Source: an optimization exercise on an open RTL-to-GDS flow (aim: a short achievable clock period and few clock cycles per item). Production flows keep margins and buffers that such runs may drop.
In this exercise RTL edits were held to simulation tests only and were not proved equivalent to the original.
Power is estimated from default activity; no workload was simulated.

### flow/design.v
module fps_top (
    input             clk,
    input             rst,           
    input             reg_we,
    input      [4:0]  reg_addr,
    input      [31:0] reg_wdata,
    output     [31:0] reg_rdata,
    output     [8:0]  ibuf_addr,
    input      [7:0]  ibuf_rdata,
    output reg        obuf_we,
    output reg [8:0]  obuf_addr,
    output reg [7:0]  obuf_wdata,
    output reg        fdesc_we,
    output reg [7:0]  fdesc_addr,
    output reg [31:0] fdesc_wdata,
    output            irq
);
    localparam [3:0] R_OK = 4'd1, R_NOT_FOUND = 4'd2, R_INCOMPLETE = 4'd3,
                     R_ENC_ERR = 4'd4, R_MALFORMED = 4'd5, R_BAD_OP = 4'd6,
                     R_BAD_RANGE = 4'd7;
    reg        irq_en;
    reg [3:0]  op;
    reg [15:0] in_off, in_len;
    reg [7:0]  arg;
    reg        busy, done, chk_ok;
    reg [3:0]  result;
    reg [8:0]  out_len;        
    reg [7:0]  chk_result;
    reg [23:0] rsp_hdr;
    reg [15:0] rsp_chk;
    reg [8:0]  rsp_offset;     
    reg [7:0]  frame_count;    
    reg [9:0]  ext_cursor;     
    reg [7:0]  telem;
    reg [15:0] an [0:7];
    reg        first;          
    reg        early;          
    reg [3:0]  early_code;
    reg        m_chk, m_enc, m_rsp, m_ext, m_df;    
    reg [8:0]  ra;             
    reg [9:0]  pidx;           
    reg [9:0]  cand;           
    reg [9:0]  rem;            
    reg [7:0]  acc;            
    reg [7:0]  arg_l, len8;
    reg [8:0]  len4;           
    reg        epay, ehdr;
    reg [1:0]  hcnt;
    reg        rs, rh1, rh2, rh3, rpay, rchk;
    reg        prev;           
    reg [7:0]  h_status, h_cmd, h_len, pc;
    reg [9:0]  thr;            
    reg        thr_neg;
    reg [8:0]  oidx;           
    reg        eph;            
    reg        etail;          
    reg [9:0]  mark;
    reg        dbad;
    wire [7:0] b    = ibuf_rdata;
    wire       last = (rem == 10'd1);
    wire       start_wr = reg_we && reg_addr == 5'd0 && reg_wdata[0] && !busy;
    assign ibuf_addr = busy ? ra : in_off[8:0];    
    assign irq = done & irq_en;
    wire [31:0] rv [0:31];
    assign rv[0]  = {24'd0, op, 2'b00, irq_en, 1'b0};
    assign rv[1]  = {23'd0, chk_ok, result, 2'b00, done, busy};
    assign rv[2]  = {16'd0, in_off};
    assign rv[3]  = {16'd0, in_len};
    assign rv[4]  = {24'd0, arg};
    assign rv[5]  = {23'd0, out_len};
    assign rv[6]  = {24'd0, chk_result};
    assign rv[7]  = {8'd0, rsp_hdr};
    assign rv[8]  = {16'd0, rsp_chk};
    assign rv[9]  = {23'd0, rsp_offset};
    assign rv[10] = {24'd0, frame_count};
    assign rv[11] = {22'd0, ext_cursor};
    assign rv[12] = {24'd0, telem};
    assign rv[13] = 32'd0;
    assign rv[14] = 32'd0;
    assign rv[15] = 32'd0;
    genvar g;
    generate
        for (g = 0; g < 8; g = g + 1) begin : g_an
            assign rv[16 + g] = {16'd0, an[g]};
            assign rv[24 + g] = 32'd0;
        end
    endgenerate
    wire [31:0] s0 [0:15];
    wire [31:0] s1 [0:7];
    wire [31:0] s2 [0:3];
    wire [31:0] s3 [0:1];
    generate
        for (g = 0; g < 16; g = g + 1) begin : g_s0
            assign s0[g] = reg_addr[0] ? rv[2 * g + 1] : rv[2 * g];
        end
        for (g = 0; g < 8; g = g + 1) begin : g_s1
            assign s1[g] = reg_addr[1] ? s0[2 * g + 1] : s0[2 * g];
        end
        for (g = 0; g < 4; g = g + 1) begin : g_s2
            assign s2[g] = reg_addr[2] ? s1[2 * g + 1] : s1[2 * g];
        end
        for (g = 0; g < 2; g = g + 1) begin : g_s3
            assign s3[g] = reg_addr[3] ? s2[2 * g + 1] : s2[2 * g];
        end
    endgenerate
    assign reg_rdata = reg_addr[4] ? s3[1] : s3[0];
    wire [3:0]  wop = reg_wdata[7:4];
    wire [16:0] endp = {1'b0, in_off} + {1'b0, in_len};
    wire        bad_range = endp > 17'd512;
    wire        len_zero = in_len == 16'd0;
    reg  [3:0]  code0;
    always @(*) begin
        if (wop > 4'd4)                          code0 = R_BAD_OP;
        else if (bad_range)                      code0 = R_BAD_RANGE;
        else if (wop == 4'd0 && len_zero)        code0 = R_OK;
        else if (wop == 4'd1 && in_len > 16'd255) code0 = R_ENC_ERR;
        else if (wop == 4'd2 && len_zero)        code0 = R_NOT_FOUND;
        else if (wop == 4'd3 && len_zero)        code0 = R_OK;
        else if (wop == 4'd4 && in_len != 16'd20) code0 = R_MALFORMED;
        else                                     code0 = 4'd0;
    end
    wire go = (code0 == 4'd0);
    task finish(input [3:0] code);
        begin
            busy   <= 1'b0;
            done   <= 1'b1;
            result <= code;
            m_chk <= 1'b0; m_enc <= 1'b0; m_rsp <= 1'b0; m_ext <= 1'b0; m_df <= 1'b0;
            epay <= 1'b0; ehdr <= 1'b0; etail <= 1'b0;
            rs <= 1'b0; rh1 <= 1'b0; rh2 <= 1'b0; rh3 <= 1'b0; rpay <= 1'b0; rchk <= 1'b0;
        end
    endtask
    integer i;
    always @(posedge clk) begin
        if (rst) begin
            irq_en <= 1'b0; op <= 4'd0; in_off <= 16'd0; in_len <= 16'd0; arg <= 8'd0;
            busy <= 1'b0; done <= 1'b0; chk_ok <= 1'b0; result <= 4'd0;
            out_len <= 9'd0; chk_result <= 8'd0; rsp_hdr <= 24'd0; rsp_chk <= 16'd0;
            rsp_offset <= 9'd0; frame_count <= 8'd0; ext_cursor <= 10'd0; telem <= 8'd0;
            for (i = 0; i < 8; i = i + 1) an[i] <= 16'd0;
            first <= 1'b0; early <= 1'b0;
            m_chk <= 1'b0; m_enc <= 1'b0; m_rsp <= 1'b0; m_ext <= 1'b0; m_df <= 1'b0;
            epay <= 1'b0; ehdr <= 1'b0; etail <= 1'b0;
            rs <= 1'b0; rh1 <= 1'b0; rh2 <= 1'b0; rh3 <= 1'b0; rpay <= 1'b0; rchk <= 1'b0;
            obuf_we <= 1'b0; fdesc_we <= 1'b0;
            ra <= 9'd0;
        end else begin
            if (reg_we) begin
                case (reg_addr)
                    5'd0: begin irq_en <= reg_wdata[1]; op <= reg_wdata[7:4]; end
                    5'd1: if (reg_wdata[1]) done <= 1'b0;
                    5'd2: in_off <= reg_wdata[15:0];
                    5'd3: in_len <= reg_wdata[15:0];
                    5'd4: arg <= reg_wdata[7:0];
                    default: ;
                endcase
            end
            first    <= 1'b0;
            cand     <= pidx;
            obuf_we  <= 1'b0;
            fdesc_we <= 1'b0;
            if (!busy) begin
                if (start_wr) begin
                    busy  <= 1'b1;
                    done  <= 1'b0;
                    first <= 1'b1;
                    early <= !go;
                    early_code <= code0;
                    m_chk <= go && wop == 4'd0;
                    m_enc <= go && wop == 4'd1;
                    m_rsp <= go && wop == 4'd2;
                    m_ext <= go && wop == 4'd3;
                    m_df  <= go && wop == 4'd4;
                    epay  <= go && wop == 4'd1 && !len_zero;
                    ehdr  <= go && wop == 4'd1 && len_zero;
                    rs    <= go && wop == 4'd2;
                    obuf_we    <= go && wop == 4'd1;
                    obuf_addr  <= 9'd0;
                    obuf_wdata <= 8'h55;
                    oidx  <= 9'd4;
                    hcnt  <= 2'd1;
                    ra    <= in_off[8:0] + 9'd1;
                    pidx  <= 10'd0;
                    rem   <= in_len[9:0];
                    acc   <= (wop == 4'd1) ? (arg ^ in_len[7:0]) : 8'd0;
                    arg_l <= arg;
                    len8  <= in_len[7:0];
                    len4  <= in_len[8:0] + 9'd4;
                    prev  <= 1'b0;
                    eph   <= 1'b0;
                    dbad  <= 1'b0;
                end
            end else begin
                ra   <= ra + 9'd1;
                pidx <= pidx + 10'd1;
                rem  <= rem - 10'd1;
                if (first) begin
                    chk_ok <= 1'b0; out_len <= 9'd0; chk_result <= 8'd0; rsp_hdr <= 24'd0;
                    rsp_chk <= 16'd0; rsp_offset <= 9'd0; frame_count <= 8'd0;
                    ext_cursor <= 10'd0; telem <= 8'd0;
                    for (i = 0; i < 8; i = i + 1) an[i] <= 16'd0;
                end
                if (early)
                    finish(early_code);
                if (m_chk) begin
                    acc <= acc ^ b;
                    if (last) begin
                        chk_result <= acc ^ b;
                        finish(R_OK);
                    end
                end
                if (epay) begin
                    acc        <= acc ^ b;
                    obuf_we    <= 1'b1;
                    obuf_addr  <= oidx;
                    obuf_wdata <= b;
                    oidx       <= oidx + 9'd1;
                    if (last) begin
                        epay <= 1'b0;
                        ehdr <= 1'b1;
                    end
                end
                if (ehdr) begin
                    hcnt    <= hcnt + 2'd1;
                    obuf_we <= 1'b1;
                    case (hcnt)
                        2'd1: begin obuf_addr <= 9'd1; obuf_wdata <= 8'hAA; end
                        2'd2: begin obuf_addr <= 9'd2; obuf_wdata <= arg_l; end
                        2'd3: begin obuf_addr <= 9'd3; obuf_wdata <= len8; end
                        default: begin obuf_addr <= len4; obuf_wdata <= acc; end
                    endcase
                    if (hcnt == 2'd0)
                        ehdr <= 1'b0;
                end
                if (m_enc && !epay && !ehdr) begin
                    out_len    <= len4 + 9'd1;
                    chk_result <= acc;
                    finish(R_OK);
                end
                if (rs) begin
                    prev <= (b == 8'h55);
                    if (prev && b == 8'hAB) begin
                        rsp_offset <= cand[8:0];
                        if (rem < 10'd4)
                            finish(R_INCOMPLETE);
                        else begin
                            rs  <= 1'b0;
                            rh1 <= 1'b1;
                        end
                    end else if (last)
                        finish(R_NOT_FOUND);
                end
                if (rh1) begin
                    h_status <= b;
                    rh1 <= 1'b0; rh2 <= 1'b1;
                end
                if (rh2) begin
                    h_cmd   <= b;
                    thr     <= rem - 10'd3;
                    thr_neg <= rem < 10'd3;
                    rh2 <= 1'b0; rh3 <= 1'b1;
                end
                if (rh3) begin
                    h_len <= b;
                    pc    <= b;
                    acc   <= h_status ^ h_cmd ^ b;
                    oidx  <= 9'd0;
                    rh3   <= 1'b0;
                    if (thr_neg || {2'b00, b} > thr)
                        finish(R_INCOMPLETE);
                    else if (b == 8'd0)
                        rchk <= 1'b1;
                    else
                        rpay <= 1'b1;
                end
                if (rpay) begin
                    acc        <= acc ^ b;
                    obuf_we    <= 1'b1;
                    obuf_addr  <= oidx;
                    obuf_wdata <= b;
                    oidx       <= oidx + 9'd1;
                    pc         <= pc - 8'd1;
                    if (pc == 8'd1) begin
                        rpay <= 1'b0;
                        rchk <= 1'b1;
                    end
                end
                if (rchk) begin
                    rsp_hdr <= {h_len, h_cmd, h_status};
                    rsp_chk <= {acc, b};
                    out_len <= {1'b0, h_len};
                    chk_ok  <= (acc == b);
                    finish(R_OK);
                end
                if (etail)
                    finish(R_OK);
                else if (m_ext) begin
                    if (!eph) begin
                        if (prev && b == 8'h7B) begin
                            mark <= cand;
                            eph  <= 1'b1;
                            prev <= 1'b0;
                        end else
                            prev <= (b == 8'h7A);
                        if (last) finish(R_OK);
                    end else if (b == 8'h7C) begin
                        fdesc_we    <= 1'b1;
                        fdesc_addr  <= frame_count;
                        fdesc_wdata <= {6'd0, pidx, 6'd0, mark};
                        frame_count <= frame_count + 8'd1;
                        ext_cursor  <= pidx + 10'd1;
                        eph         <= 1'b0;
                        if (last) etail <= 1'b1;
                    end else if (last)
                        finish(R_OK);
                end
                if (m_df) begin
                    if (dbad) begin
                        telem <= 8'd0;
                        for (i = 0; i < 8; i = i + 1) an[i] <= 16'd0;
                        finish(R_MALFORMED);
                    end else if ((pidx == 10'd0 && b != 8'h7A) || (pidx == 10'd1 && b != 8'h7B))
                        finish(R_MALFORMED);
                    else if (pidx == 10'd19) begin
                        if (b == 8'h7C) finish(R_OK);
                        else dbad <= 1'b1;
                    end else if (pidx >= 10'd2) begin
                        telem <= an[0][7:0];
                        for (i = 0; i < 8; i = i + 1) begin
                            an[i][7:0]  <= an[i][15:8];
                            an[i][15:8] <= (i == 7) ? b : an[i + 1][7:0];
                        end
                    end
                end
            end
        end
    end
endmodule
### flow/constraint.sdc
create_clock -name core_clock -period 8.0 [get_ports {clk}]
set_input_delay 1.6000 -clock core_clock [delete_from_list [all_inputs] [get_ports {clk}]]
set_output_delay 1.6000 -clock core_clock [all_outputs]
set_load 0.01 [all_outputs]
### flow/config.mk
export PLATFORM = sky130hd
export DESIGN_NAME = fps_top
export DESIGN_NICKNAME = fps_top
export VERILOG_FILES = /design/flow/design.v
export SDC_FILE = /design/flow/constraint.sdc
export NUM_CORES = 4
export LEC_CHECK = 0
export ABC_CLOCK_PERIOD_IN_PS = 4000
export CAP_MARGIN = 20
export CORE_MARGIN = 2
export CORE_UTILIZATION = 40
export PLACE_DENSITY = 0.6
export SETUP_SLACK_MARGIN = 4.0
export SLEW_MARGIN = 20
export TNS_END_PERCENT = 100
### flow/run.sh
#!/bin/bash
# synth_recipe.tcl (not shown) runs the flow's synth.tcl, then flattens the netlist and writes it again
# the make line also repeats each setting of config.mk as NAME=value (left out here)
make -C /OpenROAD-flow-scripts/flow DESIGN_CONFIG=/design/flow/config.mk WORK_HOME=/design/flow/orfs CLKGATE_MAP_FILE= SYNTH_SCRIPT=/design/flow/synth_recipe.tcl finish
==> run summary <==
==> worst max-delay path: stages <==
cell and delay, ns:
buf_16 0.14, mux4_2 0.53, inv_2 0.12, o21ai_1 0.07, a221o_1 0.33, o22ai_2 0.12, a21oi_2 0.07, buf_2 0.15
==> power breakdown <==
| part | total [mW] | switching, mW | internal [mW] | leakage [nW] |
|---|---|---|---|---|
| sequential | 2.50 | 0.00679 | 2.49 | 4.04 |
| combinational | 0.289 | 0.173 | 0.117 | 5.62 |
| clock | 2.44 | 1.03 | 1.41 | 0.819 |
==> stage by stage <==
step,utilization [%],hold slack (ns)
after floorplan,-,0.4003
after global routing,49.37,0.4289
after CTS,48.77,0.4203
after global placement,43.45,0.4002
after detailed placement,43.45,0.4057
final,49.37,0.4189
==> cell families (layout without fill, tap and decap cells) <==
family	count (synthesis)	in the layout	share of synthesized area, %
xor+xnor	90	90	3.482
mux	110	110	7.925
simple gates	711	712	14.10
other cells	1	20	0.01656
flops	474	474	49.70
buf+inv	220	362	4.051
compound gates	573	575	18.21
fa+ha+maj	45	45	2.520
==> Yosys cell counts, types with 4 or more instances <==
library cell | instances | share of area, %
or4_1 | 6 | 0.20
buf_4 | 20 | 0.66
o31ai_1 | 6 | 0.20
nand3_1 | 62 | 1.4
a211o_1 | 4 | 0.15
a22o_1 | 179 | 6.9
a221oi_1 | 14 | 0.54
or2_2 | 6 | 0.17
xnor2_1 | 44 | 1.7
a222oi_1 | 6 | 0.27
o21a_1 | 10 | 0.33
edfxtp_1 | 176 | 23
clkbuf_1 | 119 | 2.0
a221o_1 | 4 | 0.18
nand2b_1 | 16 | 0.44
a31oi_1 | 7 | 0.19
ha_1 | 44 | 2.4
mux4_2 | 53 | 5.3
a32oi_1 | 4 | 0.15
nor2_1 | 150 | 2.5
o22ai_1 | 19 | 0.53
buf_1 | 18 | 0.30
a21o_1 | 28 | 0.93
a22oi_1 | 29 | 0.96
nor2b_1 | 13 | 0.36
or3_1 | 10 | 0.28
and2_1 | 27 | 0.75
inv_1 | 50 | 0.83
mux2i_1 | 33 | 1.5
nand2_1 | 325 | 5.4
nand4_1 | 10 | 0.28
and3_1 | 19 | 0.53
a21oi_1 | 149 | 3.3
nor3_1 | 36 | 0.80
mux2_2 | 24 | 1.2
xor2_1 | 46 | 1.8
nor4_1 | 13 | 0.36
a32o_1 | 7 | 0.31
buf_2 | 13 | 0.29
o21ai_0 | 56 | 1.2
dfxtp_1 | 298 | 26
a211oi_1 | 16 | 0.53
==> registers in the layout, summed over array words and instances (netlist names), 10 cells and up <==
signal,count
rsp_hdr,24
ext_cursor,10
pidx,10
rem,10
in_len,16
mark,10
an,128
in_off,16
thr,10
fdesc_wdata,20
cand,10
rsp_chk,16
==> final timing paths <==
kind	slack [ns]	to
hold reg to reg	0.42	fdesc_wdata[7]
setup reg to reg	4.25	obuf_we
hold / removal	0.42	fdesc_wdata[7]
setup / recovery	3.27	reg_rdata[2]
==> area by class of cell <==
| class | count | share of cell area [%] |
|---|---|---|
| clock buffers | 63 | 4.914 |
| clock inverters | 31 | 1.259 |
| inverters | 50 | 0.7174 |
| multi-input cells | 1552 | 40.28 |
| flip-flops and latches | 474 | 40.59 |
| well taps | 756 | 3.411 |
| repair buffers | 217 | 8.803 |
| repair inverters | 1 | 0.02707 |
==> per-layer routing <==
layer / global-route usage, % / share of wire (%)
met1: 31.70 / 42
met2: 38.23 / 46
met3: 4.631 / 8.1
met4: 8.551 / 3.7
met5: 0 / 0
==> what timing repair did <==
action	CTS	global route
pin swaps	41	34
cloned	14	2
setup endpoints to repair	327	258
gates resized for setup	240	50
setup buffers	46	15
==> impl_metrics.py <==
metrics = {
    "status": {
        "outcome": "no timing/DRC/antenna violations",
    },
    "power_and_ir_drop": {
        "p_leak_nw": 10.48,
        "power_density_mw_per_mm2": 188.7,
        "irDropWorstVdd_uv": 165.2,
        "power_mw": 5.233,
    },
    "drt": {
        "vias": 18520,
        "drt_iter0_markers": 2019,
        "drc_errors": 0,
        "viasPerCell": 5.892,
        "firstDrtPassIters": 7,
        "antenna_left": 0,
        "drt_wl_total_um": 71740,
        "wl_per_cell_um": 22.82,
    },
    "finish": {
        "n_fill_cell": 5096,
        "drive_above_1_share_pct": 16.62,
        "design_area_mm2": 0.02773,
        "multi_input_area_mm2": 0.01117,
        "stdcell_count": 3144,
        "layout_commonest_cell": "nand2_1",
        "antenna_cells": 0,
        "register_area_mm2": 0.01126,
        "mostFrequentLayoutCells": "nand2_1, dfxtp_1, a22o_1",
        "area_growth_pct": 22.49,
        "nNetsFinal": 2440,
    },
    "sta": {
        "rsz0062_at_grt": "yes",
        "fin_skew_ns": 0.008855,
        "finalSetupViolCount": 0,
        "fmax_ghz": 0.2112,
        "max-slew-margin-rel_pct": 22.11,
        "finalCritPeriodShare_pct": 59.18,
        "setup_slack_ns": 3.266,
        "period_needed_ns": 4.734,
        "final_hold_viol_count": 0,
        "tightest_slew_ns": 1.168,
        "slew_viol_final": 0,
        "setup_tns_ns": 0,
    },
    "cts": {
        "clk_pin_slew_ns": 0.06,
        "cts_made_buffers": 51,
        "h-tree-depth": 2,
        "clk_latency_ns": 0.61,
        "hold_buffers": 0,
        "clk_path_buf_depth": 3,
        "tritoncts": "done",
        "cts-root-buf": "clkbuf_16",
        "cts_num_sinks": 474,
    },
    "min_path": {
        "hp-start": "mark[7]",
        "whs_path_depth": 0,
        "hold_class": "flip-flop to flip-flop",
    },
    "synth": {
        "yosysWarnings": 2,
        "synth-seq-cells": 474,
        "synth_area_mm2": 0.02264,
        "seq_area_frac_synth_pct": 49.70,
        "synthArstFlopShare_pct": 0,
        "synth_edf_count": 176,
        "synth_flop_cell": "dfxtp_1",
        "synthCells": 2224,
        "synth.distinct_cells": 76,
        "syn_area_per_cell_um2": 10.18,
    },
    "global_routing": {
        "track_usage_pct": 23.69,
        "grt_pass1_wl_um": 108100,
        "grt_pass1_vias": 17600,
        "grt_max_degree": 88,
        "grt-ovfl-total": 0,
        "antenna_found_initial": 0,
    },
    "floorplanning": {
        "core_area_mm2": 0.05617,
        "die_h_um": 241.9,
        "dieArea_mm2": 0.05852,
        "ios": 149,
        "fp-row-count": 87,
        "start_util_pct": 40.31,
        "dieWidth_um": 241.9,
    },
    "setup_path": {
        "critPathCaptureType": "primary output",
        "cp-startpoint": "reg_addr[0]",
        "worstReg2RegStart": "in_len[4]",
        "start_kind": "input port",
        "critPathArrivalTime_ns": 3.13,
        "required_ns": 6.40,
        "worstSetupPathType": "input port to primary output",
        "reg2regPathDepth": 9,
        "path_max_fanout": 7,
    },
    "place": {
        "pre_cts_slack_ns": 1.930,
        "post-place-cells": 2972,
        "dp_hpwl_um": 44790,
        "place_congestion": 0.8918,
        "portBuffers": 112,
        "dpl_cell_area_mm2": 0.02441,
    },
    "job": {
        "drv_cap": 0,
    },
}
Testbench counts, summed over its fixed seeds: cycles 34,775, ops 423.

## static timing again, ports no longer ideal
No port has a modelled driver above. Below, the same layout with a new extraction and two added sets of constraints.
Step 1 (the two cells are an assumption about what drives the block):
set clk [get_ports {clk}]
set_driving_cell -lib_cell sky130_fd_sc_hd__clkbuf_16 $clk
set_driving_cell -lib_cell sky130_fd_sc_hd__buf_2 [delete_from_list [all_inputs] $clk]
Step 2 times the ports against the registers' clock, not the clock port: input delays grow and output delays shrink by t, the midpoint of the rising clock arrivals with the driver on.
a / b / c = ideal / step 1 / step 2; a / b = the first two.
t (ns): 0.663
setup slack, ns: 3.266 / 2.854 / 2.854
worst setup path after step 2: input to output
worst register clock-pin slew, ns: 0.07 / 0.07
After both steps this run still meets setup and hold. For this run, drivers alone change the setup slack by -0.412 ns; drivers and shift together by -0.412 ns.
